Context: an optimization exercise on an open-source flow, tuned for small area. The choices shown serve that exercise and are no tape-out recipe. In this exercise RTL edits were held to simulation tests only and were not proved equivalent to the original. Power and IR drop assume default switching activity.

==> design/flow/design.v <==
module wspr_enc (
  input  wire       clk,
  input  wire       rst,       
  input  wire       we,        
  input  wire [7:0] addr,      
  input  wire [7:0] wdata,
  output reg  [7:0] rdata      
);
  localparam [31:0] POLY0 = 32'hF2D05351;
  localparam [31:0] POLY1 = 32'hE4613C47;
  localparam [161:0] SYNC = 162'b000110001101011000000011001010000011100010110011011100100100000100010101100011010010010101010110000101100010110011010000001010010000000111101001000111000100000011;
  localparam [1295:0] SRC_TAB = 1296'h55049e4d76258a39621194436c1b802f58079948712085345d0c8f3e67167b2a5201a15079288d3c651497466f1e83325b0a9c4b74238837600f92416a197e2d56059f4e77268b3a631295446d1c813059089a49722186355e0d903f68177c2b5302a04f78278c3b641396456e1d82315a099b4a732287365f0e914069187d2c54039d4c75248938611093426b1a7f2e57069847701f84335c0b8e3d66157a295100;
  localparam [21:0] K_T1  = 22'd4124224;    
  localparam [21:0] K_T2S = 22'd3485762;    
  localparam [21:0] K_T2P = 22'd65;
  localparam [21:0] K_T3  = 22'd63;
  localparam [31:0] SEEDC = 32'hDEADBF80;   
  localparam [2:0] PH_IDLE  = 3'd0,
                   PH_CHECK = 3'd1,
                   PH_NPASS = 3'd2,
                   PH_HINIT = 3'd3,
                   PH_HSTEP = 3'd4,
                   PH_MPASS = 3'd5,
                   PH_CLEAR = 3'd6,
                   PH_CONV  = 3'd7;
  localparam [2:0] E_NONE = 3'd0, E_CHAR = 3'd1, E_CALL = 3'd2, E_CMD = 3'd4;
  localparam [2:0] R0 = 3'd0, R1 = 3'd1, R10 = 3'd2, R18 = 3'd3,
                   R27 = 3'd4, R36 = 3'd5, R37 = 3'd6, R128 = 3'd7;
  localparam [2:0] D_VAL = 3'd0, D_PWR = 3'd1, D_SFX = 3'd2, D_K = 3'd3, D_HC = 3'd4;
  function lt8(input [7:0] a, input [7:0] b);
    integer k;
    reg lt, eq;
    begin
      lt = 1'b0;
      eq = 1'b1;
      for (k = 7; k >= 0; k = k - 1) begin
        lt = lt | (eq & ~a[k] & b[k]);
        eq = eq & ~(a[k] ^ b[k]);
      end
      lt8 = lt;
    end
  endfunction
  function in1n(input [4:0] v, input [4:0] n);
    in1n = (v != 5'd0) && !lt8({3'd0, n}, {3'd0, v});
  endfunction
  function is_digit(input [7:0] b);
    is_digit = (b[7:4] == 4'h3) && (!b[3] || (b[2:1] == 2'b00));
  endfunction
  function is_upper(input [7:0] b);
    is_upper = (b[7:5] == 3'b010) && in1n(b[4:0], 5'd26);
  endfunction
  function [7:0] to_upper(input [7:0] b);
    to_upper = ((b[7:5] == 3'b011) && in1n(b[4:0], 5'd26)) ? {b[7:6], 1'b0, b[4:0]} : b;
  endfunction
  reg [207:0] ob;
  reg         use_sfx;
  wire [7:0]  call_len = ob[8*10 +: 8];
  wire [7:0]  power    = ob[8*11 +: 8];
  wire [7:0]  sfx      = ob[8*25 +: 8];
  reg       busy, done;
  reg [2:0] errcode;
  wire [7:0] status = {1'b0, errcode, 1'b0, busy, (errcode != E_NONE), done};
  reg [2:0]  ph;
  reg [5:0]  cnt;
  reg [2:0]  op;
  reg [1:0]  mtype;           
  reg        f_pn, f_lall, f_lpos, f_sp4;
  reg [2:0]  carry;           
  reg [7:1]  dl;              
  reg        hcar;            
  reg [80:0] E, O;            
  reg        M0;              
  integer    i;
  wire sfx_two = (sfx >= 8'd36);
  wire sfx_bad = (sfx > 8'd81);
  wire [3:0] len4 = call_len[3:0];
  wire [3:0] comp_len = use_sfx ? (len4 + (sfx_two ? 4'd3 : 4'd2)) : (len4 + 4'd4);
  wire comp_bad = (comp_len < 4'd3) || (comp_len > 4'd10);
  wire do_shift = (call_len > 8'd2) && is_digit(ob[8*1 +: 8]) && is_upper(ob[8*2 +: 8]);
  reg [3:0] item;
  always @* begin
    item = cnt[3:0];
    if (ph == PH_NPASS) item = {1'b0, op};
    else if (ph == PH_MPASS) begin
      if (mtype == 2'd1)
        case (op)
          3'd0: item = 4'd6;
          3'd1: item = 4'd8;
          3'd2: item = 4'd7;
          default: item = 4'd9;
        endcase
      else
        case (op)
          3'd0: item = 4'd10;
          3'd1: item = 4'd11;
          default: item = 4'd12;
        endcase
    end
  end
  wire it_n   = lt8({4'd0, item}, 8'd6);
  wire it_loc = !it_n && lt8({4'd0, item}, 8'd10);
  wire norm   = it_n && (mtype != 2'd3);
  reg [3:0] ci;
  always @* begin
    case (item[2:0])
      3'd0: ci = do_shift ? 4'd15 : 4'd0;
      3'd1: ci = do_shift ? 4'd0 : 4'd1;
      3'd2: ci = do_shift ? 4'd1 : 4'd2;
      3'd3: ci = do_shift ? 4'd2 : 4'd3;
      3'd4: ci = do_shift ? 4'd3 : 4'd4;
      default: ci = do_shift ? 4'd4 : 4'd5;
    endcase
  end
  wire [1:0] hword = (op[1:0] == 2'd0) ? 2'd2 : (op[1:0] == 2'd1) ? 2'd0 : 2'd1;
  wire [3:0] hj = {hword, cnt[4:3]};
  reg [4:0] ea;
  always @* begin
    if (ph == PH_HINIT) begin
      if (use_sfx) ea = {1'b0, hj};
      else
        case (hj)
          4'd0: ea = 5'h16;
          4'd1: ea = 5'h17;
          4'd2: ea = 5'h18;
          4'd4: ea = 5'd0;
          4'd5: ea = 5'd1;
          4'd6: ea = 5'd2;
          4'd7: ea = 5'd3;
          4'd8: ea = 5'd4;
          4'd9: ea = 5'd5;
          4'd10: ea = 5'd6;
          4'd11: ea = 5'd7;
          default: ea = 5'd31;
        endcase
    end else if (it_n) begin
      if (mtype == 2'd3)
        case (item[2:0])
          3'd0: ea = 5'h11;
          3'd1: ea = 5'h12;
          3'd2: ea = 5'h13;
          3'd3: ea = 5'h14;
          3'd4: ea = 5'h15;
          default: ea = 5'h10;
        endcase
      else ea = {1'b0, ci};
    end else
      case (item)
        4'd6: ea = 5'h0C;
        4'd7: ea = 5'h0D;
        4'd8: ea = 5'h0E;
        4'd9: ea = 5'h0F;
        4'd10: ea = 5'h16;
        4'd11: ea = 5'h17;
        default: ea = 5'h18;
      endcase
  end
  reg [7:0] eb;
  always @* begin
    eb = 8'h00;
    case (ea)
      5'd0:  eb = ob[8*0 +: 8];
      5'd1:  eb = ob[8*1 +: 8];
      5'd2:  eb = ob[8*2 +: 8];
      5'd3:  eb = ob[8*3 +: 8];
      5'd4:  eb = ob[8*4 +: 8];
      5'd5:  eb = ob[8*5 +: 8];
      5'd6:  eb = ob[8*6 +: 8];
      5'd7:  eb = ob[8*7 +: 8];
      5'd8:  eb = ob[8*8 +: 8];
      5'd9:  eb = ob[8*9 +: 8];
      5'd12: eb = ob[8*12 +: 8];
      5'd13: eb = ob[8*13 +: 8];
      5'd14: eb = ob[8*14 +: 8];
      5'd15: eb = ob[8*15 +: 8];
      5'd16: eb = ob[8*16 +: 8];
      5'd17: eb = ob[8*17 +: 8];
      5'd18: eb = ob[8*18 +: 8];
      5'd19: eb = ob[8*19 +: 8];
      5'd20: eb = ob[8*20 +: 8];
      5'd21: eb = ob[8*21 +: 8];
      5'd22: eb = ob[8*22 +: 8];
      5'd23: eb = ob[8*23 +: 8];
      5'd24: eb = ob[8*24 +: 8];
      default: ;
    endcase
  end
  wire [7:0] x = (norm || it_loc) ? to_upper(eb) : eb;
  wire force_sp = norm && (((item == 4'd0) && do_shift) || !lt8({4'd0, ci}, {4'd0, len4}) ||
                           ((item == 4'd5) && f_sp4));
  wire c_dig = is_digit(x) && !force_sp;
  wire c_up  = is_upper(x) && !force_sp;
  wire c_sp  = norm ? !(c_dig || c_up) : (x == 8'h20);
  wire c_ar  = (x >= 8'h41) && (x <= 8'h52);
  wire sub10 = (it_n && item >= 4'd3) || it_loc;
  reg [5:0] val;
  always @* begin
    if (c_dig)      val = {2'd0, x[3:0]};
    else if (c_sp)  val = sub10 ? 6'd26 : 6'd36;
    else            val = {1'b0, x[4:0]} + (sub10 ? 6'd63 : 6'd9);
    if (it_loc && !f_lall) val = 6'd0;
  end
  wire n_bad = !(c_dig || c_up || c_sp) || ((item == 4'd2) && !c_dig) ||
               ((item >= 4'd3) && c_dig);
  wire l_in  = c_dig || c_ar;
  wire l_pos = (item < 4'd8) ? c_ar : c_dig;
  reg [2:0] r_sel, d_sel;
  reg       d_neg, c_dl7;
  reg [21:0] kconst;
  reg [2:0] last_mop;
  always @* begin
    r_sel = R0; d_sel = D_VAL; d_neg = 1'b0; c_dl7 = 1'b0; kconst = K_T3;
    if (ph == PH_NPASS) begin
      case (op)
        3'd0: r_sel = R0;
        3'd1: r_sel = R36;
        3'd2: r_sel = R10;
        default: r_sel = R27;
      endcase
    end else begin
      case (mtype)
        2'd1: case (op)
          3'd0: begin r_sel = R0;   d_neg = 1'b1; end
          3'd1: begin r_sel = R10;  d_neg = 1'b1; end
          3'd2: r_sel = R18;
          3'd3: r_sel = R10;
          3'd4: begin r_sel = R128; d_sel = D_PWR; end
          default: begin r_sel = R1; d_sel = D_K; kconst = K_T1; end
        endcase
        2'd2: if (use_sfx) case (op)
          3'd0: d_sel = D_SFX;
          3'd1: begin r_sel = R128; d_sel = D_PWR; end
          default: begin r_sel = R1; d_sel = D_K; kconst = K_T2S; end
        endcase else case (op)
          3'd0: r_sel = R0;
          3'd1: r_sel = R37;
          3'd2: r_sel = R37;
          3'd3: begin r_sel = R128; d_sel = D_PWR; end
          default: begin r_sel = R1; d_sel = D_K; kconst = K_T2P; c_dl7 = 1'b1; end
        endcase
        default: case (op)
          3'd0: d_sel = D_HC;
          3'd1: begin r_sel = R128; d_sel = D_PWR; d_neg = 1'b1; end
          default: begin r_sel = R1; d_sel = D_K; end
        endcase
      endcase
    end
    case (mtype)
      2'd1: last_mop = 3'd5;
      2'd2: last_mop = use_sfx ? 3'd2 : 3'd4;
      default: last_mop = 3'd2;
    endcase
  end
  wire       alu_run = (cnt != 6'd0);
  wire [4:0] bix = cnt[4:0] - 5'd1;           
  wire       head = (ph == PH_NPASS) ? O[53] : M0;
  reg        d_raw;
  always @* begin
    case (d_sel)
      D_VAL:   d_raw = (bix < 5'd6) && val[bix[2:0]];
      D_PWR:   d_raw = (bix < 5'd8) && power[bix[2:0]];
      D_SFX:   d_raw = (bix < 5'd8) && sfx[bix[2:0]];
      D_K:     d_raw = kconst[bix];
      default: d_raw = E[49];
    endcase
  end
  wire d_bit = d_raw ^ d_neg;
  reg [2:0] tsum;
  always @* begin
    case (r_sel)
      R1:   tsum = {2'd0, head};
      R10:  tsum = dl[1] + dl[3];
      R18:  tsum = dl[1] + dl[4];
      R27:  tsum = head + dl[1] + dl[3] + dl[4];
      R36:  tsum = dl[2] + dl[5];
      R37:  tsum = head + dl[2] + dl[5];
      R128: tsum = {2'd0, dl[7]};
      default: tsum = 3'd0;
    endcase
  end
  wire [3:0] asum = tsum + d_bit + carry;
  wire       alu_out = asum[0];
  reg [4:0] rot;
  always @* begin
    case (op)
      3'd0: rot = 5'd14;
      3'd1: rot = 5'd11;
      3'd2: rot = 5'd25;
      3'd3: rot = 5'd16;
      3'd4: rot = 5'd4;
      3'd5: rot = 5'd14;
      default: rot = 5'd24;
    endcase
  end
  reg y_rot;
  always @* begin
    case (rot)
      5'd14: y_rot = (cnt[4:0] >= 5'd14) ? E[35] : E[67];
      5'd11: y_rot = (cnt[4:0] >= 5'd11) ? E[38] : E[70];
      5'd25: y_rot = (cnt[4:0] >= 5'd25) ? E[24] : E[56];
      5'd16: y_rot = (cnt[4:0] >= 5'd16) ? E[33] : E[65];
      5'd4:  y_rot = (cnt[4:0] >= 5'd4)  ? E[45] : E[77];
      default: y_rot = (cnt[4:0] >= 5'd24) ? E[25] : E[57];
    endcase
  end
  wire [2:0] sq = (sfx >= 8'd76) ? 3'd4 : (sfx >= 8'd66) ? 3'd3 :
                  (sfx >= 8'd56) ? 3'd2 : (sfx >= 8'd46) ? 3'd1 : 3'd0;
  reg  [6:0] sbase;
  always @* begin
    case (sq)
      3'd0: sbase = 7'd36;
      3'd1: sbase = 7'd46;
      3'd2: sbase = 7'd56;
      3'd3: sbase = 7'd66;
      default: sbase = 7'd76;
    endcase
  end
  wire [6:0] sr  = sfx[6:0] - sbase;
  wire [7:0] st0 = (sfx <= 8'd9)  ? {4'h3, sfx[3:0]} :
                   (sfx <= 8'd35) ? {2'b0, sfx[5:0]} + 8'h37 :
                                    {5'b00110, sq};
  wire [7:0] st1 = {4'h3, sr[3:0]};
  reg [7:0] kb;
  always @* begin
    if (use_sfx) begin
      if (hj < len4)                           kb = eb;
      else if (hj == len4)                     kb = 8'h2F;
      else if (hj == len4 + 4'd1)              kb = st0;
      else if (hj == len4 + 4'd2 && sfx_two)   kb = st1;
      else                                     kb = 8'h00;
    end else begin
      if (hj < 4'd3)                           kb = eb;
      else if (hj == 4'd3)                     kb = 8'h2F;
      else if (hj - 4'd4 < len4)               kb = eb;
      else                                     kb = 8'h00;
    end
  end
  wire [3:0] seed_lo = comp_len + 4'd1;
  wire seed_bit = (cnt[4:0] < 5'd4) ? seed_lo[cnt[1:0]] : SEEDC[cnt[4:0]];
  wire h_init = (ph == PH_HINIT);
  wire h_a    = h_init ? seed_bit : (O[17] ^ E[49]);
  wire h_b    = h_init ? kb[cnt[2:0]] : !y_rot;
  wire h_cin  = (cnt[4:0] == 5'd0) ? !h_init : hcar;
  wire h_out  = h_a ^ h_b ^ h_cin;
  wire h_cout = (h_a & h_b) | (h_a & h_cin) | (h_b & h_cin);
  wire m_conv  = (ph == PH_CONV);
  wire m_clear = (ph == PH_CLEAR);
  wire m_hpass = (ph == PH_MPASS) && (mtype == 2'd3) && (op == 3'd0) && alu_run;
  wire m_hash  = (ph == PH_HINIT) || (ph == PH_HSTEP) || m_hpass;
  wire m_nring = (ph == PH_NPASS) && alu_run;
  wire m_mring = (ph == PH_MPASS) && alu_run;
  wire u       = O[32];
  wire uc      = m_conv && u;
  wire hash_tail = m_hpass ? O[17] : h_out;
  wire pre0 = M0 && POLY0[5'd31 - cnt[4:0]];
  wire pre1 = M0 && POLY1[5'd31 - cnt[4:0]];
  reg [2:0] chk_err;
  always @* begin
    chk_err = E_NONE;
    if (mtype == 2'd0)                    chk_err = E_CMD;
    else if (call_len > 8'd10)            chk_err = E_CALL;
    else if (f_pn)                        chk_err = E_CHAR;
    else begin
      case (mtype)
        2'd1: if (f_lall && !f_lpos) chk_err = E_CHAR;
        2'd2: begin
          if (use_sfx && sfx_bad) chk_err = E_CALL;
        end
        default: if ((use_sfx && sfx_bad) || comp_bad) chk_err = E_CALL;
      endcase
    end
  end
  wire host_wr = we && !busy;
  wire [7:0] wd = wdata & {8{!rst}};
  always @(posedge clk) begin
    for (i = 0; i < 26; i = i + 1)
      if (rst || (host_wr && addr == i)) ob[8*i +: 8] <= wd;
    if (rst || (host_wr && addr == 8'h1A)) use_sfx <= wd[0];
  end
  always @(posedge clk) begin
    if (rst) begin
      busy    <= 1'b0;
      done    <= 1'b0;
      errcode <= E_NONE;
      ph      <= PH_IDLE;
    end else begin
      cnt <= cnt + 6'd1;
      case (ph)
        PH_IDLE: begin
          if (host_wr && addr == 8'h1B) begin
            mtype   <= (wdata[7:2] == 6'd0) ? wdata[1:0] : 2'd0;
            busy    <= 1'b1;
            done    <= 1'b0;
                  errcode <= E_NONE;
            f_pn    <= 1'b0;
            f_lall  <= 1'b1;
            f_lpos  <= 1'b1;
            cnt     <= 6'd0;
            ph      <= PH_CHECK;
          end
        end
        PH_CHECK: begin
          if (it_n) begin
            if (n_bad) f_pn <= 1'b1;
            if (item == 4'd4) f_sp4 <= c_sp;
          end else if (it_loc) begin
            if (!l_in)  f_lall <= 1'b0;
            if (!l_pos) f_lpos <= 1'b0;
          end else if (cnt != 6'd13 && mtype == 2'd2 && !use_sfx && !(c_dig || c_up || c_sp)) begin
            f_pn <= 1'b1;    
          end
          if (cnt == 6'd13) begin
            cnt <= 6'd0;
            op  <= 3'd0;
            if (chk_err != E_NONE) begin
              busy    <= 1'b0;
              done    <= 1'b1;
              errcode <= chk_err;
              ph      <= PH_IDLE;
            end else begin
              ph <= PH_NPASS;
            end
          end
        end
        PH_NPASS: begin
          if (cnt == 6'd28) begin
            cnt <= 6'd0;
            op  <= op + 3'd1;
            if (op == 3'd5) begin
              op <= 3'd0;
              ph <= (mtype == 2'd3) ? PH_HINIT : PH_MPASS;
            end
          end
        end
        PH_HINIT: begin
          if (cnt == 6'd31) begin
            cnt <= 6'd0;
            op  <= op + 3'd1;
            if (op == 3'd2) begin
              op <= 3'd0;
              ph <= PH_HSTEP;
            end
          end
        end
        PH_HSTEP: begin
          if (cnt == 6'd31) begin
            cnt <= 6'd0;
            op  <= op + 3'd1;
            if (op == 3'd6) begin
              op <= 3'd0;
              ph <= PH_MPASS;
            end
          end
        end
        PH_MPASS: begin
          if (cnt == 6'd22) begin
            cnt <= 6'd0;
            op  <= op + 3'd1;
            if (op == last_mop) ph <= PH_CLEAR;
          end
        end
        PH_CLEAR: begin
          if (cnt == 6'd31) begin
            cnt <= 6'd0;
            ph  <= PH_CONV;
          end
        end
        default: begin   
          if (cnt == 6'd48) begin
            busy <= 1'b0;
            done <= 1'b1;
            ph   <= PH_IDLE;
          end
        end
      endcase
    end
  end
  always @(posedge clk) begin
    if (ph == PH_NPASS || ph == PH_MPASS) begin
      if (!alu_run) begin
        carry <= d_neg ? 3'd1 : (c_dl7 ? {2'd0, dl[7]} : 3'd0);
        dl    <= 6'd0;
      end else begin
        carry <= asum[3:1];
        dl    <= {dl[6:1], head};
      end
    end
    hcar <= h_cout;
  end
  always @(posedge clk) begin
    if (m_conv || m_clear || m_hash) begin
      for (i = 0; i < 31; i = i + 1)
        E[i] <= E[i+1] ^ (uc && POLY0[31-i]);
      E[31] <= m_hash ? E[32] : (m_conv ? (u && POLY0[0]) : pre0);
    end
    if (m_conv || m_hash) begin
      for (i = 32; i < 80; i = i + 1)
        E[i] <= E[i+1];
      E[80] <= m_conv ? E[0] : hash_tail;
    end
    if (m_conv || m_clear) begin
      for (i = 0; i < 17; i = i + 1)
        O[i] <= O[i+1] ^ (uc && POLY1[31-i]);
    end
    if (m_conv || m_clear || m_hash) begin
      for (i = 17; i < 31; i = i + 1)
        O[i] <= O[i+1] ^ (uc && POLY1[31-i]);
      O[31] <= m_hash ? E[0] : (m_conv ? (u && POLY1[0]) : pre1);
    end
    if (m_conv || m_mring) begin
      for (i = 32; i < 52; i = i + 1)
        O[i] <= O[i+1];
      O[52] <= m_conv ? O[53] : alu_out;
    end
    if (m_conv || m_nring) begin
      for (i = 53; i < 80; i = i + 1)
        O[i] <= O[i+1];
      O[80] <= m_conv ? O[0] : alu_out;
    end
    if (m_mring)
      M0 <= O[32];
  end
  wire [31:0] lo = 32'd1 << addr[4:0];
  wire [7:0]  hi = 8'd1 << addr[7:5];
  reg  [7:0]  rd_g0;           
  always @* begin
    rd_g0 = 8'h00;
    for (i = 0; i < 26; i = i + 1)
      rd_g0 = rd_g0 | (ob[8*i +: 8] & {8{lo[i]}});
    rd_g0 = rd_g0 | ({7'd0, use_sfx} & {8{lo[26]}}) | (status & {8{lo[28]}});
  end
  wire [255:0] symb, syncb;
  assign symb[0] = 1'b0; assign syncb[0] = 1'b0;
  assign symb[1] = 1'b0; assign syncb[1] = 1'b0;
  assign symb[2] = 1'b0; assign syncb[2] = 1'b0;
  assign symb[3] = 1'b0; assign syncb[3] = 1'b0;
  assign symb[4] = 1'b0; assign syncb[4] = 1'b0;
  assign symb[5] = 1'b0; assign syncb[5] = 1'b0;
  assign symb[6] = 1'b0; assign syncb[6] = 1'b0;
  assign symb[7] = 1'b0; assign syncb[7] = 1'b0;
  assign symb[8] = 1'b0; assign syncb[8] = 1'b0;
  assign symb[9] = 1'b0; assign syncb[9] = 1'b0;
  assign symb[10] = 1'b0; assign syncb[10] = 1'b0;
  assign symb[11] = 1'b0; assign syncb[11] = 1'b0;
  assign symb[12] = 1'b0; assign syncb[12] = 1'b0;
  assign symb[13] = 1'b0; assign syncb[13] = 1'b0;
  assign symb[14] = 1'b0; assign syncb[14] = 1'b0;
  assign symb[15] = 1'b0; assign syncb[15] = 1'b0;
  assign symb[16] = 1'b0; assign syncb[16] = 1'b0;
  assign symb[17] = 1'b0; assign syncb[17] = 1'b0;
  assign symb[18] = 1'b0; assign syncb[18] = 1'b0;
  assign symb[19] = 1'b0; assign syncb[19] = 1'b0;
  assign symb[20] = 1'b0; assign syncb[20] = 1'b0;
  assign symb[21] = 1'b0; assign syncb[21] = 1'b0;
  assign symb[22] = 1'b0; assign syncb[22] = 1'b0;
  assign symb[23] = 1'b0; assign syncb[23] = 1'b0;
  assign symb[24] = 1'b0; assign syncb[24] = 1'b0;
  assign symb[25] = 1'b0; assign syncb[25] = 1'b0;
  assign symb[26] = 1'b0; assign syncb[26] = 1'b0;
  assign symb[27] = 1'b0; assign syncb[27] = 1'b0;
  assign symb[28] = 1'b0; assign syncb[28] = 1'b0;
  assign symb[29] = 1'b0; assign syncb[29] = 1'b0;
  assign symb[30] = 1'b0; assign syncb[30] = 1'b0;
  assign symb[31] = 1'b0; assign syncb[31] = 1'b0;
  assign symb[32] = E[31]; assign syncb[32] = 1'b1;
  assign symb[33] = O[72]; assign syncb[33] = 1'b1;
  assign symb[34] = O[11]; assign syncb[34] = 1'b0;
  assign symb[35] = E[51]; assign syncb[35] = 1'b0;
  assign symb[36] = O[21]; assign syncb[36] = 1'b0;
  assign symb[37] = E[61]; assign syncb[37] = 1'b0;
  assign symb[38] = O[1]; assign syncb[38] = 1'b0;
  assign symb[39] = E[41]; assign syncb[39] = 1'b0;
  assign symb[40] = O[26]; assign syncb[40] = 1'b1;
  assign symb[41] = E[66]; assign syncb[41] = 1'b0;
  assign symb[42] = O[6]; assign syncb[42] = 1'b0;
  assign symb[43] = E[46]; assign syncb[43] = 1'b0;
  assign symb[44] = O[16]; assign syncb[44] = 1'b1;
  assign symb[45] = E[56]; assign syncb[45] = 1'b1;
  assign symb[46] = O[77]; assign syncb[46] = 1'b1;
  assign symb[47] = E[36]; assign syncb[47] = 1'b0;
  assign symb[48] = E[28]; assign syncb[48] = 1'b0;
  assign symb[49] = O[69]; assign syncb[49] = 1'b0;
  assign symb[50] = E[8]; assign syncb[50] = 1'b1;
  assign symb[51] = O[49]; assign syncb[51] = 1'b0;
  assign symb[52] = E[18]; assign syncb[52] = 1'b0;
  assign symb[53] = O[59]; assign syncb[53] = 1'b1;
  assign symb[54] = E[79]; assign syncb[54] = 1'b0;
  assign symb[55] = O[39]; assign syncb[55] = 1'b1;
  assign symb[56] = E[23]; assign syncb[56] = 1'b1;
  assign symb[57] = O[64]; assign syncb[57] = 1'b1;
  assign symb[58] = E[3]; assign syncb[58] = 1'b1;
  assign symb[59] = O[44]; assign syncb[59] = 1'b0;
  assign symb[60] = E[13]; assign syncb[60] = 1'b0;
  assign symb[61] = O[54]; assign syncb[61] = 1'b0;
  assign symb[62] = E[74]; assign syncb[62] = 1'b0;
  assign symb[63] = O[34]; assign syncb[63] = 1'b0;
  assign symb[64] = O[30]; assign syncb[64] = 1'b0;
  assign symb[65] = E[70]; assign syncb[65] = 1'b0;
  assign symb[66] = E[9]; assign syncb[66] = 1'b1;
  assign symb[67] = O[50]; assign syncb[67] = 1'b0;
  assign symb[68] = E[19]; assign syncb[68] = 1'b0;
  assign symb[69] = O[60]; assign syncb[69] = 1'b1;
  assign symb[70] = E[80]; assign syncb[70] = 1'b0;
  assign symb[71] = O[40]; assign syncb[71] = 1'b1;
  assign symb[72] = E[24]; assign syncb[72] = 1'b0;
  assign symb[73] = O[65]; assign syncb[73] = 1'b0;
  assign symb[74] = E[4]; assign syncb[74] = 1'b0;
  assign symb[75] = O[45]; assign syncb[75] = 1'b0;
  assign symb[76] = E[14]; assign syncb[76] = 1'b0;
  assign symb[77] = O[55]; assign syncb[77] = 1'b0;
  assign symb[78] = E[75]; assign syncb[78] = 1'b1;
  assign symb[79] = O[35]; assign syncb[79] = 1'b0;
  assign symb[80] = O[27]; assign syncb[80] = 1'b1;
  assign symb[81] = E[67]; assign syncb[81] = 1'b1;
  assign symb[82] = O[7]; assign syncb[82] = 1'b0;
  assign symb[83] = E[47]; assign syncb[83] = 1'b0;
  assign symb[84] = O[17]; assign syncb[84] = 1'b1;
  assign symb[85] = E[57]; assign syncb[85] = 1'b1;
  assign symb[86] = O[78]; assign syncb[86] = 1'b0;
  assign symb[87] = E[37]; assign syncb[87] = 1'b1;
  assign symb[88] = O[22]; assign syncb[88] = 1'b0;
  assign symb[89] = E[62]; assign syncb[89] = 1'b0;
  assign symb[90] = O[2]; assign syncb[90] = 1'b0;
  assign symb[91] = E[42]; assign syncb[91] = 1'b1;
  assign symb[92] = O[12]; assign syncb[92] = 1'b1;
  assign symb[93] = E[52]; assign syncb[93] = 1'b0;
  assign symb[94] = O[73]; assign syncb[94] = 1'b1;
  assign symb[95] = E[32]; assign syncb[95] = 1'b0;
  assign symb[96] = E[30]; assign syncb[96] = 1'b0;
  assign symb[97] = O[71]; assign syncb[97] = 1'b0;
  assign symb[98] = O[10]; assign syncb[98] = 1'b0;
  assign symb[99] = E[50]; assign syncb[99] = 1'b1;
  assign symb[100] = O[20]; assign syncb[100] = 1'b1;
  assign symb[101] = E[60]; assign syncb[101] = 1'b0;
  assign symb[102] = O[0]; assign syncb[102] = 1'b1;
  assign symb[103] = E[40]; assign syncb[103] = 1'b0;
  assign symb[104] = O[25]; assign syncb[104] = 1'b1;
  assign symb[105] = E[65]; assign syncb[105] = 1'b0;
  assign symb[106] = O[5]; assign syncb[106] = 1'b1;
  assign symb[107] = E[45]; assign syncb[107] = 1'b0;
  assign symb[108] = O[15]; assign syncb[108] = 1'b1;
  assign symb[109] = E[55]; assign syncb[109] = 1'b0;
  assign symb[110] = O[76]; assign syncb[110] = 1'b0;
  assign symb[111] = E[35]; assign syncb[111] = 1'b1;
  assign symb[112] = E[27]; assign syncb[112] = 1'b0;
  assign symb[113] = O[68]; assign syncb[113] = 1'b0;
  assign symb[114] = E[7]; assign syncb[114] = 1'b1;
  assign symb[115] = O[48]; assign syncb[115] = 1'b0;
  assign symb[116] = E[17]; assign syncb[116] = 1'b1;
  assign symb[117] = O[58]; assign syncb[117] = 1'b1;
  assign symb[118] = E[78]; assign syncb[118] = 1'b0;
  assign symb[119] = O[38]; assign syncb[119] = 1'b0;
  assign symb[120] = E[22]; assign syncb[120] = 1'b0;
  assign symb[121] = O[63]; assign syncb[121] = 1'b1;
  assign symb[122] = E[2]; assign syncb[122] = 1'b1;
  assign symb[123] = O[43]; assign syncb[123] = 1'b0;
  assign symb[124] = E[12]; assign syncb[124] = 1'b1;
  assign symb[125] = O[53]; assign syncb[125] = 1'b0;
  assign symb[126] = E[73]; assign syncb[126] = 1'b1;
  assign symb[127] = O[33]; assign syncb[127] = 1'b0;
  assign symb[128] = O[29]; assign syncb[128] = 1'b0;
  assign symb[129] = E[69]; assign syncb[129] = 1'b0;
  assign symb[130] = O[9]; assign syncb[130] = 1'b1;
  assign symb[131] = E[49]; assign syncb[131] = 1'b0;
  assign symb[132] = O[19]; assign syncb[132] = 1'b0;
  assign symb[133] = E[59]; assign syncb[133] = 1'b0;
  assign symb[134] = O[80]; assign syncb[134] = 1'b0;
  assign symb[135] = E[39]; assign syncb[135] = 1'b0;
  assign symb[136] = O[24]; assign syncb[136] = 1'b1;
  assign symb[137] = E[64]; assign syncb[137] = 1'b0;
  assign symb[138] = O[4]; assign syncb[138] = 1'b0;
  assign symb[139] = E[44]; assign syncb[139] = 1'b1;
  assign symb[140] = O[14]; assign syncb[140] = 1'b0;
  assign symb[141] = E[54]; assign syncb[141] = 1'b0;
  assign symb[142] = O[75]; assign syncb[142] = 1'b1;
  assign symb[143] = E[34]; assign syncb[143] = 1'b1;
  assign symb[144] = E[26]; assign syncb[144] = 1'b1;
  assign symb[145] = O[67]; assign syncb[145] = 1'b0;
  assign symb[146] = E[6]; assign syncb[146] = 1'b1;
  assign symb[147] = O[47]; assign syncb[147] = 1'b1;
  assign symb[148] = E[16]; assign syncb[148] = 1'b0;
  assign symb[149] = O[57]; assign syncb[149] = 1'b0;
  assign symb[150] = E[77]; assign syncb[150] = 1'b1;
  assign symb[151] = O[37]; assign syncb[151] = 1'b1;
  assign symb[152] = E[21]; assign syncb[152] = 1'b0;
  assign symb[153] = O[62]; assign syncb[153] = 1'b1;
  assign symb[154] = E[1]; assign syncb[154] = 1'b0;
  assign symb[155] = O[42]; assign syncb[155] = 1'b0;
  assign symb[156] = E[11]; assign syncb[156] = 1'b0;
  assign symb[157] = O[52]; assign syncb[157] = 1'b1;
  assign symb[158] = E[72]; assign syncb[158] = 1'b1;
  assign symb[159] = O[32]; assign syncb[159] = 1'b1;
  assign symb[160] = O[31]; assign syncb[160] = 1'b0;
  assign symb[161] = E[71]; assign syncb[161] = 1'b0;
  assign symb[162] = E[10]; assign syncb[162] = 1'b0;
  assign symb[163] = O[51]; assign syncb[163] = 1'b0;
  assign symb[164] = E[20]; assign syncb[164] = 1'b0;
  assign symb[165] = O[61]; assign syncb[165] = 1'b1;
  assign symb[166] = E[0]; assign syncb[166] = 1'b0;
  assign symb[167] = O[41]; assign syncb[167] = 1'b1;
  assign symb[168] = E[25]; assign syncb[168] = 1'b0;
  assign symb[169] = O[66]; assign syncb[169] = 1'b0;
  assign symb[170] = E[5]; assign syncb[170] = 1'b1;
  assign symb[171] = O[46]; assign syncb[171] = 1'b1;
  assign symb[172] = E[15]; assign syncb[172] = 1'b0;
  assign symb[173] = O[56]; assign syncb[173] = 1'b0;
  assign symb[174] = E[76]; assign syncb[174] = 1'b0;
  assign symb[175] = O[36]; assign syncb[175] = 1'b0;
  assign symb[176] = O[28]; assign syncb[176] = 1'b0;
  assign symb[177] = E[68]; assign syncb[177] = 1'b0;
  assign symb[178] = O[8]; assign syncb[178] = 1'b0;
  assign symb[179] = E[48]; assign syncb[179] = 1'b1;
  assign symb[180] = O[18]; assign syncb[180] = 1'b1;
  assign symb[181] = E[58]; assign syncb[181] = 1'b0;
  assign symb[182] = O[79]; assign syncb[182] = 1'b1;
  assign symb[183] = E[38]; assign syncb[183] = 1'b0;
  assign symb[184] = O[23]; assign syncb[184] = 1'b1;
  assign symb[185] = E[63]; assign syncb[185] = 1'b1;
  assign symb[186] = O[3]; assign syncb[186] = 1'b0;
  assign symb[187] = E[43]; assign syncb[187] = 1'b0;
  assign symb[188] = O[13]; assign syncb[188] = 1'b0;
  assign symb[189] = E[53]; assign syncb[189] = 1'b1;
  assign symb[190] = O[74]; assign syncb[190] = 1'b1;
  assign symb[191] = E[33]; assign syncb[191] = 1'b0;
  assign symb[192] = E[29]; assign syncb[192] = 1'b0;
  assign symb[193] = O[70]; assign syncb[193] = 1'b0;
  assign symb[194] = 1'b0; assign syncb[194] = 1'b0;
  assign symb[195] = 1'b0; assign syncb[195] = 1'b0;
  assign symb[196] = 1'b0; assign syncb[196] = 1'b0;
  assign symb[197] = 1'b0; assign syncb[197] = 1'b0;
  assign symb[198] = 1'b0; assign syncb[198] = 1'b0;
  assign symb[199] = 1'b0; assign syncb[199] = 1'b0;
  assign symb[200] = 1'b0; assign syncb[200] = 1'b0;
  assign symb[201] = 1'b0; assign syncb[201] = 1'b0;
  assign symb[202] = 1'b0; assign syncb[202] = 1'b0;
  assign symb[203] = 1'b0; assign syncb[203] = 1'b0;
  assign symb[204] = 1'b0; assign syncb[204] = 1'b0;
  assign symb[205] = 1'b0; assign syncb[205] = 1'b0;
  assign symb[206] = 1'b0; assign syncb[206] = 1'b0;
  assign symb[207] = 1'b0; assign syncb[207] = 1'b0;
  assign symb[208] = 1'b0; assign syncb[208] = 1'b0;
  assign symb[209] = 1'b0; assign syncb[209] = 1'b0;
  assign symb[210] = 1'b0; assign syncb[210] = 1'b0;
  assign symb[211] = 1'b0; assign syncb[211] = 1'b0;
  assign symb[212] = 1'b0; assign syncb[212] = 1'b0;
  assign symb[213] = 1'b0; assign syncb[213] = 1'b0;
  assign symb[214] = 1'b0; assign syncb[214] = 1'b0;
  assign symb[215] = 1'b0; assign syncb[215] = 1'b0;
  assign symb[216] = 1'b0; assign syncb[216] = 1'b0;
  assign symb[217] = 1'b0; assign syncb[217] = 1'b0;
  assign symb[218] = 1'b0; assign syncb[218] = 1'b0;
  assign symb[219] = 1'b0; assign syncb[219] = 1'b0;
  assign symb[220] = 1'b0; assign syncb[220] = 1'b0;
  assign symb[221] = 1'b0; assign syncb[221] = 1'b0;
  assign symb[222] = 1'b0; assign syncb[222] = 1'b0;
  assign symb[223] = 1'b0; assign syncb[223] = 1'b0;
  assign symb[224] = 1'b0; assign syncb[224] = 1'b0;
  assign symb[225] = 1'b0; assign syncb[225] = 1'b0;
  assign symb[226] = 1'b0; assign syncb[226] = 1'b0;
  assign symb[227] = 1'b0; assign syncb[227] = 1'b0;
  assign symb[228] = 1'b0; assign syncb[228] = 1'b0;
  assign symb[229] = 1'b0; assign syncb[229] = 1'b0;
  assign symb[230] = 1'b0; assign syncb[230] = 1'b0;
  assign symb[231] = 1'b0; assign syncb[231] = 1'b0;
  assign symb[232] = 1'b0; assign syncb[232] = 1'b0;
  assign symb[233] = 1'b0; assign syncb[233] = 1'b0;
  assign symb[234] = 1'b0; assign syncb[234] = 1'b0;
  assign symb[235] = 1'b0; assign syncb[235] = 1'b0;
  assign symb[236] = 1'b0; assign syncb[236] = 1'b0;
  assign symb[237] = 1'b0; assign syncb[237] = 1'b0;
  assign symb[238] = 1'b0; assign syncb[238] = 1'b0;
  assign symb[239] = 1'b0; assign syncb[239] = 1'b0;
  assign symb[240] = 1'b0; assign syncb[240] = 1'b0;
  assign symb[241] = 1'b0; assign syncb[241] = 1'b0;
  assign symb[242] = 1'b0; assign syncb[242] = 1'b0;
  assign symb[243] = 1'b0; assign syncb[243] = 1'b0;
  assign symb[244] = 1'b0; assign syncb[244] = 1'b0;
  assign symb[245] = 1'b0; assign syncb[245] = 1'b0;
  assign symb[246] = 1'b0; assign syncb[246] = 1'b0;
  assign symb[247] = 1'b0; assign syncb[247] = 1'b0;
  assign symb[248] = 1'b0; assign syncb[248] = 1'b0;
  assign symb[249] = 1'b0; assign syncb[249] = 1'b0;
  assign symb[250] = 1'b0; assign syncb[250] = 1'b0;
  assign symb[251] = 1'b0; assign syncb[251] = 1'b0;
  assign symb[252] = 1'b0; assign syncb[252] = 1'b0;
  assign symb[253] = 1'b0; assign syncb[253] = 1'b0;
  assign symb[254] = 1'b0; assign syncb[254] = 1'b0;
  assign symb[255] = 1'b0; assign syncb[255] = 1'b0;
  reg sym_bit, sync_bit;
  always @* begin
    sym_bit = 1'b0;
    sync_bit = 1'b0;
    for (i = 1; i < 8; i = i + 1) begin
      sym_bit  = sym_bit  | (hi[i] & |(symb[32*i +: 32] & lo));
      sync_bit = sync_bit | (hi[i] & |(syncb[32*i +: 32] & lo));
    end
  end
  wire [7:0] rd_mux = hi[0] ? rd_g0 : {6'd0, sym_bit, sync_bit};
  always @(posedge clk)
    rdata <= rd_mux;
endmodule
==> design/flow/flow/run.sh <==
#!/bin/bash
# Standard layout, with clock tree synthesis told not to add dummy loads.
set -e
export CTS_ARGS="-sink_clustering_enable -repair_clock_nets -buf_list {sky130_fd_sc_hd__clkbuf_2 sky130_fd_sc_hd__clkbuf_4 sky130_fd_sc_hd__clkbuf_8} -sink_clustering_size 8 -sink_clustering_max_diameter 40 -dont_use_dummy_load"
bash standard.sh > standard.log 2>&1
==> design/flow/standard.sh <==
#!/bin/bash
# synth_recipe.tcl (not shown) runs the flow's synth.tcl, then flattens the netlist and writes it again
# the make line also repeats each setting of config.mk as NAME=value (left out here)
make -C /OpenROAD-flow-scripts/flow DESIGN_CONFIG=/design/flow/config.mk WORK_HOME=/design/flow/orfs CLKGATE_MAP_FILE= SYNTH_SCRIPT=/design/flow/synth_recipe.tcl "${@:-finish}"
==> design/flow/config.mk <==
export PLATFORM = sky130hd
export DESIGN_NAME = wspr_enc
export DESIGN_NICKNAME = wspr_enc
export VERILOG_FILES = /design/flow/design.v
export SDC_FILE = /design/flow/constraint.sdc
export NUM_CORES = 4
export LEC_CHECK = 0
export ABC_AREA = 1
export CAP_MARGIN = 20
export CORE_MARGIN = 2
export CORE_UTILIZATION = 40
export GPL_TIMING_DRIVEN = 0
export PLACE_DENSITY = 0.6
export SLEW_MARGIN = 20
==> design/flow/constraint.sdc <==
create_clock -name core_clock -period 25.0 [get_ports {clk}]
set_input_delay 5.0000 -clock core_clock [delete_from_list [all_inputs] [get_ports {clk}]]
set_output_delay 5.0000 -clock core_clock [all_outputs]
set_load 0.01 [all_outputs]
==> results of run 1 <==
[worst max-delay path, cell delays in order]
cell,delay (ns)
clkdlybuf4s50_1,0.59
buf_1,0.37
nor2_1,0.13
clkbuf_1,0.38
inv_1,0.33
o21ai_0,0.11
a21oi_1,0.20
nand4_1,0.23
a2111oi_0,0.75
o211ai_1,0.42
a221oi_1,0.38
nand4_1,0.23
a211oi_1,0.77
o2111ai_1,0.38
[cell families (layout without fill, tap and decap cells)]
kind of cell | after synthesis | count (layout) | share of synthesized area [%]
buffers and inverters | 382 | 493 | 6.56
DFF | 414 | 414 | 54.5
muxes | 2 | 2 | 0.0945
other | 0 | 1 | 0
adders and majority gates | 60 | 60 | 3.57
AOI/OAI and AO/OA | 415 | 415 | 12.5
and+or+nand+nor | 1090 | 1090 | 20.9
xor gates and xnor gates | 50 | 50 | 1.94
[placed cells by master (no fill, tap or decap), types with 11 or more instances in the layout]
master	Yosys	final
a221oi_1	54	54
inv_1	287	287
ha_1	53	53
xor2_1	40	40
a22o_1	19	19
o21ai_0	129	104
nand4_1	73	73
o21ai_1	2	26
clkbuf_1	46	46
nor2_2	12	15
edfxtp_1	397	397
inv_2	18	18
nor2_1	240	229
o2111ai_1	21	21
nand2_2	11	12
clkbuf_8	0	77
dfxtp_1	17	17
nand2_1	551	549
buf_2	17	17
a21oi_1	67	67
nor3_1	40	40
o211ai_1	20	20
nor2_4	3	11
clkdlybuf4s50_1	0	25
nand3_1	129	128
[routing by layer]
metal | share of wire (%) | GRT usage, % | vias to the layer above
met3 | 9.8 | 5.95 | 192
li1 | - | - | 8665
met5 | 0.019 | 0.0842 | -
met1 | 41 | 40.7 | 9397
met2 | 45 | 45.8 | 1135
met4 | 4.2 | 13.1 | 2
[power groups by stage]
stage | logic, W | clock network, W | registers (W)
global route | 0.00167 | 0.000568 | 0.00101
CTS | 0.00151 | 0.000541 | 0.00100
global placement | 0.00147 | 0 | 0.00101
detailed placement | 0.00150 | 0 | 0.00101
floorplan | 0.00100 | 0 | 0.000973
finish | 0.00155 | 0.000534 | 0.00100
[area by class of cell]
type                       count  share of cell area [%]
sequential                   414                    49.1
multi-input combinational   1617                    35.6
inverter                     311                    4.67
clock buffer                  77                    4.24
tap                          748                    3.74
timing repair buffer          34                    1.49
buffer                        71                    1.24
antenna                        1                  0.0100
[state kept, by name (all words and copies together) (netlist names), 2 cells and up]
name / count
ob: 208
E: 81
O: 81
rdata: 8
dl: 7
cnt: 6
carry: 3
errcode: 3
op: 3
ph: 3
mtype: 2
[metrics by stage]
| step | instances | hold slack [ns] | area [um2] | power (W) |
|---|---|---|---|---|
| final | 3273 | 0.425 | 25000 | 0.00308 |
| after global routing | 3273 | 0.434 | 25000 | 0.00325 |
| after CTS | 3272 | 0.413 | 25000 | 0.00305 |
| after detailed placement | 3195 | 0.435 | 23900 | 0.00252 |
| after global placement | 3186 | 0.429 | 23700 | 0.00249 |
| after floorplan | 2413 | 0.422 | 22500 | 0.00198 |
[cell usage after synthesis (6+ instances only)]
master	instances	area [um2]
o211ai_1	20	150
fa_1	7	140
xor2_1	40	350
a32o_1	6	60.1
a41oi_1	8	70.1
o2111ai_1	21	184
nor2_2	12	75.1
inv_1	287	1080
inv_2	18	67.6
clkinv_1	6	22.5
a21oi_1	67	335
nor3_1	40	200
nand3_1	129	646
nand2_1	551	2070
a22oi_1	9	67.6
a211oi_1	10	75.1
o221ai_1	7	61.3
o21ai_0	129	646
nor2_1	240	901
a22o_1	19	166
dfxtp_1	17	340
edfxtp_1	397	11900
a221oi_1	54	473
nor4_1	10	62.6
ha_1	53	663
o22ai_1	10	62.6
clkbuf_1	46	173
nand2_2	11	68.8
nand4_1	73	457
nand3_2	6	60.1
a31oi_1	6	37.5
buf_2	17	85.1
a2111oi_0	13	114
xnor2_1	10	87.6
[worst max-delay path by stage]
stage / end / depth (start not counted) / slack [ns] / startpoint
after floorplan: rdata[7] / 14 / 17.85 / addr[4]
after global placement: rdata[1] / 14 / 14.78 / addr[4]
after detailed placement: rdata[1] / 14 / 14.81 / addr[4]
after CTS: rdata[1] / 14 / 15.48 / addr[4]
after global routing: rdata[1] / 14 / 15.40 / addr[4]
final: rdata[1] / 14 / 15.15 / addr[4]
==> results.py, run 1 <==
metrics = {
    "clocking": {
        "cts_resized": 0,
        "postCtsSetupBuffers": 0,
        "h-tree-depth": 3,
        "insertion_delay_ns": 0.67,
        "cts_hold_buf": 0,
        "cts.clk_slew.worst_paths_ns": 0.05,
        "clock-sinks": 414,
        "clock_path_buffers": 3,
        "cts-buffers-inserted": 77,
        "cts_tree": "built",
        "clockRootBuffer": "clkbuf_8",
    },
    "logic_synthesis": {
        "netlist_instances": 2413,
        "async_reset_ff_share_pct": 0,
        "avgSynthCellArea_um2": 9.33,
        "synth-edff-count": 397,
        "yosysUniqueCellTypes": 68,
        "yosys_warnings": 1,
        "synth_top_flop_cell": "edfxtp_1",
        "seq_area_frac_synth_pct": 54.5,
        "syn_area_um2": 22500,
        "ys_seq_elements": 414,
        "synth_nets": 2492,
    },
    "die": {
        "start_util_pct": 40.6,
        "die_y_um": 241,
        "fp.dieArea_um2": 58200,
        "num_rows": 86,
        "core_area_um2": 55400,
        "die_w_um": 241,
        "pin_count": 27,
    },
    "drt": {
        "ant_nets": 0,
        "wire_per_inst_um": 26.2,
        "drtIter0Drc": 2618,
        "vias_per_cell": 5.92,
        "drt_pre_antenna_iters": 6,
        "wl_um": 85700,
        "drc": 0,
        "vias": 19400,
    },
    "worst_hold_path": {
        "hold_path.class": "reg2reg",
        "min_to": "O[38]",
        "hold_depth": 0,
        "worstHoldStart": "O[39]",
    },
    "placement": {
        "routabilityCongestion": 1.01,
        "io_buffers": 25,
        "place_ws_ns": 14.81,
        "dpl.hpwl_um": 64600,
    },
    "final_layout": {
        "seq_area_um2": 12300,
        "fillers": 5334,
        "final_layout_size_suffix_gt1_share_pct": 7.33,
        "final_util_pct": 45.1,
        "multi_input_area_um2": 8890,
        "fin_nets": 2605,
        "syn_to_final_growth_pct": 11.0,
    },
    "global_route": {
        "grt_pass1_wl_um": 124000,
        "grt_usage_pct": 29.7,
        "grt_max_degree": 50,
        "grt_pass1_vias": 18300,
        "grt.overflow.total": 0,
        "antenna_found_initial": 2,
    },
    "setup_path": {
        "cp-end-kind": "flop",
        "cp_data_arrival_time_ns": 10.28,
        "critPathKind": "in2reg",
        "reg2reg_depth": 46,
        "worstPathMaxFanout": 10,
        "required_ns": 25.43,
        "regToRegStartpoint": "op[0]",
        "timing.rr.end": "carry[0]",
        "rrSetupSlack_ns": 16.77,
        "crit_path_start_kind": "input pin",
    },
    "status": {
        "run_status": "complete, no violations",
    },
    "power": {
        "seqPwrFrac_pct": 32.5,
        "p_leak_nw": 9.81,
        "clkPwrFrac_pct": 17.3,
        "swShare_pct": 47.5,
        "intPower_w": 0.00162,
        "p_per_area_nw_per_um2": 123,
        "ir_drop_uv": 65.0,
        "power_frac_comb_pct": 50.2,
        "switchingPower_w": 0.00146,
    },
    "timing": {
        "worst_slack_ns": 15.15,
        "drv_slew": 0,
        "hold_viol_final": 0,
        "fmaxAchievable_mhz": 101,
        "period_share_pct": 39.4,
        "worstMarginPinSlew_ns": 1.15,
        "finalSetupViolations": 0,
        "fin_skew_ns": 0.0830,
        "fin_crit_ns": 9.85,
        "setup_tns_ns": 0,
        "rsz0062_at_grt": "false",
        "slew_headroom_pct": 21.5,
    },
    "flow_run": {
        "maxCapViolCount": 0,
    },
}
==> run 2: changes to the inputs <==
==> design/flow/flow/run.sh (replaced) <==
#!/bin/bash
# Standard layout, with clock tree synthesis told not to add dummy loads.
set -e
export CTS_ARGS="-sink_clustering_enable -repair_clock_nets -buf_list sky130_fd_sc_hd__clkbuf_4 -sink_clustering_size 12 -sink_clustering_max_diameter 30 -dont_use_dummy_load"
bash standard.sh > standard.log 2>&1
==> results.py, run 2 <==
metrics = {
    "clocking": {
        "postCtsSetupBuffers": 0,
        "cts_resized": 0,
        "cts-buffers-inserted": 92,
        "clock-sinks": 414,
        "h-tree-depth": 3,
        "cts_tree": "built",
        "cts_hold_buf": 0,
        "insertion_delay_ns": 0.89,
        "clockRootBuffer": "clkbuf_4",
        "clock_path_buffers": 3,
        "cts.clk_slew.worst_paths_ns": 0.10,
    },
    "drt": {
        "wire_per_inst_um": 26.0,
        "wl_um": 85500,
        "met2_length_um": 38500,
        "drtIter0Drc": 2613,
        "ant_nets": 0,
        "drt_pre_antenna_iters": 6,
        "met3_length_um": 8490,
        "dr.max_layer_used": "met5",
        "vias_per_cell": 5.92,
        "drt-met1-wl_um": 35200,
        "vias": 19500,
        "drc": 0,
    },
    "logic_synthesis": {
        "yosysUniqueCellTypes": 68,
        "synth_top_cell_by_area": "edfxtp_1",
        "synth_nets": 2492,
        "syn_area_um2": 22500,
        "yosys_warnings": 1,
        "synth-edff-count": 397,
        "synth_top_flop_cell": "edfxtp_1",
        "synthTopCellsByCount": "nand2_1 (551), edfxtp_1 (397), inv_1 (287)",
        "synth.top_cells.by_area": "edfxtp_1 (53%), nand2_1 (9.2%), inv_1 (4.8%)",
        "avgSynthCellArea_um2": 9.33,
        "ys_seq_elements": 414,
        "seq_area_frac_synth_pct": 54.5,
        "synth_top_area_share_pct": 52.9,
        "async_reset_ff_share_pct": 0,
        "synth_most_common_cell": "nand2_1",
        "netlist_instances": 2413,
    },
    "final_layout": {
        "fillers": 5378,
        "fin_nets": 2620,
        "final_layout_size_suffix_gt1_share_pct": 7.88,
        "syn_to_final_growth_pct": 9.38,
        "top_register": "ob",
        "mostFrequentLayoutCell": "nand2_1",
        "top_regs": "ob: 208 flops, E: 81 flops, O: 81 flops",
        "mostFrequentLayoutCells": "nand2_1 (549), edfxtp_1 (397), inv_1 (287), nor2_1 (229), nand3_1 (128)",
        "largest_reg_flops": 208,
        "fin_cells": 3289,
    },
    "global_route": {
        "grt_pass1_wl_um": 124000,
        "grt_pass1_vias": 18400,
        "grt_usage_pct": 29.6,
        "antenna_found_initial": 2,
        "grt.overflow.total": 0,
        "grt_max_degree": 50,
    },
    "worst_hold_path": {
        "hold_path.class": "reg2reg",
        "hold_depth": 0,
    },
    "placement": {
        "placedCellCount": 3195,
        "dpl.hpwl_um": 64600,
        "io_buffers": 25,
        "routabilityCongestion": 1.01,
    },
    "timing": {
        "drv_slew": 0,
        "finalSetupViolations": 0,
        "setup_tns_ns": 0,
        "period_share_pct": 38.5,
        "hold_slack_ns": 0.413,
        "fin_crit_ns": 9.64,
        "slew_headroom_pct": 23.8,
        "hold_viol_final": 0,
        "fmaxAchievable_mhz": 104,
        "rsz0062_at_grt": "false",
        "worstMarginPinSlew_ns": 1.14,
        "fin_skew_ns": 0.113,
    },
    "power": {
        "p_per_area_nw_per_um2": 120,
        "ir_drop_uv": 65.3,
        "swShare_pct": 48.8,
        "clkPwrFrac_pct": 13.9,
        "power_frac_comb_pct": 52.3,
        "switchingPower_w": 0.00144,
        "intPower_w": 0.00152,
        "p_leak_nw": 9.68,
        "seqPwrFrac_pct": 33.8,
    },
    "die": {
        "pin_count": 27,
        "num_rows": 86,
        "start_util_pct": 40.6,
        "core_area_um2": 55400,
        "die_w_um": 241,
        "fp.dieArea_um2": 58200,
        "die_y_um": 241,
    },
    "flow_run": {
        "maxCapViolCount": 0,
    },
    "setup_path": {
        "cp_data_arrival_time_ns": 10.30,
        "critPathKind": "in2reg",
        "cp-end-kind": "flop",
        "worstPathMaxFanout": 10,
        "crit_path_start_kind": "input pin",
        "required_ns": 25.66,
        "reg2reg_depth": 48,
    },
    "status": {
        "run_status": "complete, no violations",
    },
}
==> run 2: logic make-up (layout without fill, tap and decap cells) <==
kind of cell,after synthesis,count (layout),synth area share [%]
DFF,414,414,54.5
and+or+nand+nor,1090,1090,20.9
muxes,2,2,0.0945
AOI/OAI and AO/OA,415,415,12.5
adders and majority gates,60,60,3.57
xor gates and xnor gates,50,50,1.94
buffers and inverters,382,508,6.56
other,0,2,0
==> run 2: worst paths after layout <==
path | to | slack, ns | from
worst min register to register | O[38] | 0.41 | O[39]
worst max register to register | carry[1] | 16.70 | op[0]
worst max-delay path | rdata[1] | 15.36 | addr[4]
worst min-delay path | O[38] | 0.41 | O[39]
==> run 2: power groups by stage <==
stage          Clock, W  Sequential [W]  Combinational [W]
2_1_floorplan         0        0.000973            0.00100
3_3_place_gp          0         0.00101            0.00147
3_5_place_dp          0         0.00101            0.00150
4_1_cts        0.000419        0.000999            0.00151
5_1_grt        0.000448         0.00101            0.00167
6_report       0.000411         0.00100            0.00155
==> run 2: worst max-delay path: stages <==
cell             delay (ns)
clkdlybuf4s50_1        0.58
buf_1                  0.38
nor2_1                 0.14
clkbuf_1               0.39
inv_1                  0.34
o21ai_0                0.11
a21oi_1                0.19
nand4_1                0.22
a2111oi_0              0.82
o211ai_1               0.41
a221oi_1               0.40
nand4_1                0.23
a211oi_1               0.74
o2111ai_1              0.34
==> run 2: cell type report <==
type | instances | area [um2] | share of cell area [%]
Antenna cell | 2 | 5.00 | 0.0203
Buffer | 71 | 310 | 1.26
Clock buffer | 92 | 691 | 2.80
Inverter | 311 | 1170 | 4.74
Multi-Input combinational cell | 1617 | 8890 | 36.1
Sequential cell | 414 | 12300 | 49.8
Tap cell | 748 | 936 | 3.80
Timing Repair Buffer | 34 | 372 | 1.51
==> run 2: stage by stage <==
step	utilization [%]	area, um2	total power [W]	setup slack [ns]
after global placement	42.8	23700	0.00249	14.78
after detailed placement	43.2	23900	0.00252	14.81
after floorplan	-	22500	0.00198	17.85
final	44.4	24600	0.00296	15.36
after CTS	44.4	24600	0.00293	15.68
after global routing	44.4	24600	0.00313	15.55
==> run 2: layer usage <==
layer	vias to the layer above	GRT usage, %
li1	8728	-
met1	9432	40.5
met2	1125	46.2
met3	180	5.72
met4	2	12.3
met5	-	0
==> run 3: changes to the inputs <==
==> design/flow/flow/run.sh (replaced) <==
#!/bin/bash
# Standard layout, with clock tree synthesis told not to add dummy loads.
set -e
export CTS_ARGS="-sink_clustering_enable -repair_clock_nets -buf_list sky130_fd_sc_hd__clkbuf_4 -sink_clustering_size 10 -sink_clustering_max_diameter 38 -dont_use_dummy_load"
bash standard.sh > standard.log 2>&1
==> results.py, run 3 <==
metrics = {
    "status": {
        "run_status": "complete, no violations",
    },
    "die": {
        "num_rows": 86,
        "start_util_pct": 40.6,
        "fp.dieArea_um2": 58200,
        "pin_count": 27,
        "die_y_um": 241,
        "core_area_um2": 55400,
        "die_w_um": 241,
    },
    "final_layout": {
        "final_cell_area_um2": 24500,
        "top_regs": "ob: 208 flops, E: 81 flops, O: 81 flops",
        "mostFrequentLayoutCells": "nand2_1 (549), edfxtp_1 (397), inv_1 (287), nor2_1 (229), nand3_1 (128)",
        "final_layout_size_suffix_gt1_share_pct": 7.33,
        "largest_reg_flops": 208,
        "top_register": "ob",
        "syn_to_final_growth_pct": 8.91,
        "seq_area_um2": 12300,
        "fillers": 5387,
        "multi_input_area_um2": 8890,
        "mostFrequentLayoutCell": "nand2_1",
        "fin_nets": 2605,
    },
    "placement": {
        "dpl.hpwl_um": 64600,
        "routabilityCongestion": 1.01,
        "place_area_um2": 23900,
        "io_buffers": 25,
        "place_ws_ns": 14.81,
    },
    "clocking": {
        "clock_path_buffers": 3,
        "cts_hold_buf": 0,
        "cts_resized": 0,
        "clock-sinks": 414,
        "cts_tree": "built",
        "cts-buffers-inserted": 77,
        "cts.clk_slew.worst_paths_ns": 0.08,
        "insertion_delay_ns": 0.85,
        "postCtsSetupBuffers": 0,
        "clockRootBuffer": "clkbuf_4",
        "h-tree-depth": 3,
    },
    "setup_path": {
        "rrSetupSlack_ns": 16.69,
        "regToRegStartpoint": "op[0]",
        "timing.rr.end": "carry[0]",
        "worstPathMaxFanout": 10,
        "required_ns": 25.60,
        "crit_path_start_kind": "input pin",
        "critPathKind": "in2reg",
        "cp-end-kind": "flop",
        "reg2reg_depth": 46,
        "cp_data_arrival_time_ns": 10.31,
    },
    "drt": {
        "drt-met1-wl_um": 35100,
        "vias_per_cell": 5.95,
        "vias": 19500,
        "drtIter0Drc": 2638,
        "drc": 0,
        "dr.max_layer_used": "met5",
        "met2_length_um": 38200,
        "ant_nets": 0,
        "drt_pre_antenna_iters": 6,
        "met3_length_um": 8570,
        "wl_um": 85400,
        "wire_per_inst_um": 26.1,
    },
    "timing": {
        "fin_crit_ns": 9.71,
        "fmaxAchievable_mhz": 103,
        "period_share_pct": 38.8,
        "hold_viol_final": 0,
        "rsz0062_at_grt": "false",
        "fin_skew_ns": 0.0803,
        "worst_slack_ns": 15.29,
        "setup_tns_ns": 0,
        "drv_slew": 0,
        "slew_headroom_pct": 23.1,
        "worstMarginPinSlew_ns": 1.15,
        "finalSetupViolations": 0,
    },
    "global_route": {
        "antenna_found_initial": 4,
        "grt_pass1_wl_um": 124000,
        "grt.overflow.total": 0,
        "grt_max_degree": 50,
        "grt_pass1_vias": 18300,
        "grt_usage_pct": 29.7,
    },
    "logic_synthesis": {
        "yosysUniqueCellTypes": 68,
        "ys_seq_elements": 414,
        "syn_area_um2": 22500,
        "synth_nets": 2492,
        "synth-edff-count": 397,
        "synth_top_area_share_pct": 52.9,
        "netlist_instances": 2413,
        "synthTopCellsByCount": "nand2_1 (551), edfxtp_1 (397), inv_1 (287)",
        "async_reset_ff_share_pct": 0,
        "synth_top_cell_by_area": "edfxtp_1",
        "yosys_warnings": 1,
        "synth.top_cells.by_area": "edfxtp_1 (53%), nand2_1 (9.2%), inv_1 (4.8%)",
        "synth_top_flop_cell": "edfxtp_1",
        "seq_area_frac_synth_pct": 54.5,
        "avgSynthCellArea_um2": 9.33,
        "synth_most_common_cell": "nand2_1",
    },
    "power": {
        "p_per_area_nw_per_um2": 120,
        "p_leak_nw": 9.61,
        "ir_drop_uv": 65.4,
        "power_w": 0.00293,
    },
    "flow_run": {
        "maxCapViolCount": 0,
    },
    "worst_hold_path": {
        "hold_path.class": "reg2reg",
        "worstHoldStart": "O[39]",
        "hold_depth": 0,
        "min_to": "O[38]",
    },
}
==> run 3: worst max path at each step <==
| stage | endpoint | from | cells past startpoint |
|---|---|---|---|
| floorplan | rdata[7] | addr[4] | 14 |
| global placement | rdata[1] | addr[4] | 14 |
| detailed placement | rdata[1] | addr[4] | 14 |
| CTS | rdata[1] | addr[4] | 14 |
| global route | rdata[1] | addr[4] | 14 |
| finish | rdata[1] | addr[4] | 14 |
==> run 3: kinds of logic after synthesis <==
| kind of cell | Yosys count | synth area share (%) |
|---|---|---|
| AO/OA/AOI/OAI | 415 | 12.5 |
| buffers and inverters | 382 | 6.56 |
| multiplexers | 2 | 0.0945 |
| AND/OR/NAND/NOR | 1090 | 20.9 |
| flip-flops | 414 | 54.5 |
| XOR/XNOR | 50 | 1.94 |
| adder cells (fa/ha/maj) | 60 | 3.57 |
==> run 3: worst max-delay path, cell delays in order <==
cell             delay (ns)
clkdlybuf4s50_1        0.57
buf_1                  0.36
nor2_1                 0.13
clkbuf_1               0.38
inv_1                  0.34
o21ai_0                0.12
a21oi_1                0.20
nand4_1                0.22
a2111oi_0              0.80
o211ai_1               0.42
a221oi_1               0.38
nand4_1                0.23
a211oi_1               0.78
o2111ai_1              0.36
==> run 3: where the power goes <==
group          internal [W]  switching (W)  leakage (nW)
clock              0.000140       0.000240         0.354
sequential         0.000916      0.0000840          4.02
combinational      0.000432        0.00112          5.24
==> run 3: cell type report <==
cell class / count / area share (%)
Antenna cell: 4 / 0.0408
Buffer: 71 / 1.27
Clock buffer: 77 / 2.36
Inverter: 311 / 4.76
Multi-Input combinational cell: 1617 / 36.2
Sequential cell: 414 / 50.0
Tap cell: 748 / 3.82
Timing Repair Buffer: 34 / 1.52
==> run 3: metal layers <==
| metal | vias to the layer above | track usage (%) |
|---|---|---|
| met5 | - | 0 |
| met3 | 210 | 6.32 |
| met1 | 9428 | 40.4 |
| met2 | 1147 | 46.0 |
| met4 | 2 | 12.2 |
| li1 | 8714 | - |
==> run 3: per-stage QoR <==
step                hold slack, ns  cells  util, %
global placement             0.429   3186     42.8
floorplan                    0.422   2413        -
global route                 0.410   3275     44.2
CTS                          0.407   3272     44.2
detailed placement           0.435   3195     43.2
finish                       0.400   3276     44.3
==> run 4: changes to the inputs <==
==> design/flow/run.sh (new file) <==
#!/bin/bash
# synth_recipe.tcl (not shown) runs the flow's synth.tcl, then flattens the netlist and writes it again
# the make line also repeats each setting of config.mk as NAME=value (left out here)
make -C /OpenROAD-flow-scripts/flow DESIGN_CONFIG=/design/flow/config.mk WORK_HOME=/design/flow/orfs CLKGATE_MAP_FILE= SYNTH_SCRIPT=/design/flow/synth_recipe.tcl finish
--- a/design/flow/config.mk
+++ b/design/flow/config.mk
@@ -11,2 +11,5 @@
 export CORE_UTILIZATION = 40
+export CTS_BUF_LIST = sky130_fd_sc_hd__clkbuf_8
+export CTS_CLUSTER_DIAMETER = 50
+export CTS_CLUSTER_SIZE = 16
 export GPL_TIMING_DRIVEN = 0
removed: design/flow/flow/run.sh
removed: design/flow/standard.sh
==> results.py, run 4 <==
metrics = {
    "clocking": {
        "clock_path_buffers": 3,
        "insertion_delay_ns": 0.69,
        "cts_resized": 0,
        "postCtsSetupBuffers": 0,
        "h-tree-depth": 2,
        "cts_tree": "built",
        "cts-buffers-inserted": 47,
    },
    "timing": {
        "fin_crit_ns": 9.71,
        "fmaxAchievable_mhz": 103,
        "worstMarginPinSlew_ns": 1.17,
        "drv_slew": 0,
        "slew_headroom_pct": 21.5,
        "finalSetupViolations": 0,
        "period_share_pct": 38.8,
        "hold_viol_final": 0,
        "fin_skew_ns": 0.0454,
    },
    "logic_synthesis": {
        "async_reset_ff_share_pct": 0,
        "synthTopCellsByCount": "nand2_1 (551), edfxtp_1 (397), inv_1 (287)",
        "synth_top_flop_cell": "edfxtp_1",
        "yosysUniqueCellTypes": 68,
        "yosys_warnings": 1,
        "synth_top_area_share_pct": 52.9,
        "avgSynthCellArea_um2": 9.33,
        "synth_nets": 2492,
        "synth_most_common_cell": "nand2_1",
        "syn_area_um2": 22500,
        "seq_area_frac_synth_pct": 54.5,
    },
    "power": {
        "swShare_pct": 49.1,
        "p_per_area_nw_per_um2": 123,
        "switchingPower_w": 0.00150,
        "clkPwrFrac_pct": 16.8,
        "intPower_w": 0.00156,
        "p_leak_nw": 9.77,
        "ir_drop_uv": 66.1,
    },
    "setup_path": {
        "slowest_stage": "a2111oi_0",
        "cp_data_arrival_time_ns": 10.18,
        "crit_path_start_kind": "input pin",
        "critPathKind": "in2reg",
        "max_stage_delay_ns": 0.77,
        "required_ns": 25.47,
        "path_cells": "clkdlybuf4s50_1 > buf_1 > nor2_1 > clkbuf_1 > inv_1 > o21ai_0 > a21oi_1 > nand4_1 > a2111oi_0 > o211ai_1 > a221oi_1 > nand4_1 > a211oi_1 > o2111ai_1",
    },
    "status": {
        "run_status": "complete, no violations",
    },
    "flow_run": {
        "maxCapViolCount": 0,
    },
    "placement": {
        "placedCellCount": 3195,
        "routabilityCongestion": 1.01,
        "dpl.hpwl_um": 64600,
    },
    "drt": {
        "wire_per_inst_um": 26.1,
        "vias": 19400,
        "drtIter0Drc": 2556,
        "vias_per_cell": 5.90,
        "drc": 0,
        "wl_um": 85500,
    },
    "final_layout": {
        "mostFrequentLayoutCells": "nand2_1 (549), edfxtp_1 (397), inv_1 (290), nor2_1 (229), nand3_1 (128)",
        "fin_nets": 2575,
        "mostFrequentLayoutCell": "nand2_1",
        "top_regs": "ob: 208 flops, E: 81 flops, O: 81 flops",
        "largest_reg_flops": 208,
        "final_layout_size_suffix_gt1_share_pct": 7.54,
        "syn_to_final_growth_pct": 10.9,
        "top_register": "ob",
        "final_util_pct": 45.0,
    },
    "die": {
        "die_y_um": 241,
        "num_rows": 86,
        "pin_count": 27,
        "start_util_pct": 40.6,
        "die_w_um": 241,
    },
    "worst_hold_path": {
        "hold_path.class": "reg2reg",
    },
    "global_route": {
        "grt_max_degree": 50,
        "grt_pass1_vias": 18100,
        "antenna_found_initial": 2,
        "grt_pass1_wl_um": 124000,
    },
}
run 4: cell families (layout without fill, tap and decap cells):
family	Yosys count	in the layout	share of synthesized area [%]
simple gates	1090	1090	20.9
flops	414	414	54.5
compound gates	415	415	12.5
xor+xnor	50	50	1.94
fa+ha+maj	60	60	3.57
mux	2	2	0.0945
other cells	0	1	0
buf+inv	382	502	6.56
run 4: final cells by class:
| cell class | count | area (um2) |
|---|---|---|
| Buffer | 71 | 310 |
| Antenna cell | 1 | 2.50 |
| Fill cell | 5316 | 30500 |
| Clock buffer | 48 | 661 |
| Multi-Input combinational cell | 1617 | 8890 |
| Sequential cell | 414 | 12300 |
| Clock inverter | 38 | 363 |
| Tap cell | 748 | 936 |
| Timing Repair Buffer | 34 | 372 |
| Inverter | 311 | 1170 |
run 4: through the flow:
stage               hold slack [ns]  area, um2  total power [W]  worst slack [ns]
floorplan                     0.422      22500          0.00198             17.85
global placement              0.429      23700          0.00249             14.78
detailed placement            0.435      23900          0.00252             14.81
CTS                           0.445      25000          0.00303             15.50
global route                  0.451      25000          0.00323             15.42
finish                        0.446      25000          0.00306             15.29
run 4: power groups by stage:
stage / Clock (W) / Sequential (W) / Combinational, W
global placement: 0 / 0.00101 / 0.00147
global route: 0.000546 / 0.00101 / 0.00167
detailed placement: 0 / 0.00101 / 0.00150
finish: 0.000515 / 0.000999 / 0.00155
floorplan: 0 / 0.000973 / 0.00100
CTS: 0.000521 / 0.000998 / 0.00151
run 4: final timing paths:
| path | from | to | slack (ns) | cells after the start |
|---|---|---|---|---|
| worst max-delay path | addr[4] | rdata[1] | 15.29 | 14 |
| worst min-delay path | O[39] | O[38] | 0.45 | 0 |
| worst max register to register | op[0] | carry[1] | 16.84 | 48 |
| worst min register to register | O[39] | O[38] | 0.45 | 0 |
run 4: metal layers:
| metal | wire [um] | vias up | track usage, % |
|---|---|---|---|
| met5 | 12 | - | 0 |
| met4 | 3260 | 2 | 10.3 |
| met3 | 8320 | 194 | 6.08 |
| met2 | 38400 | 1057 | 46.5 |
| met1 | 35500 | 9449 | 40.6 |
| li1 | - | 8651 | - |
run 4: worst max-delay path: cells and delay by family:
family	cells	cell delay, ns
and+or+nand+nor	3	0.57
AOI/OAI and AO/OA	7	2.92
buffers and inverters	4	1.67

Setup slack of run 4, layout unchanged: 15.291 ns with ideal ports, 15.319 ns with driving cells assumed (clock clkbuf_16, inputs buf_2), 14.602 ns with port delays also shifted by the 0.717 ns mid clock arrival.
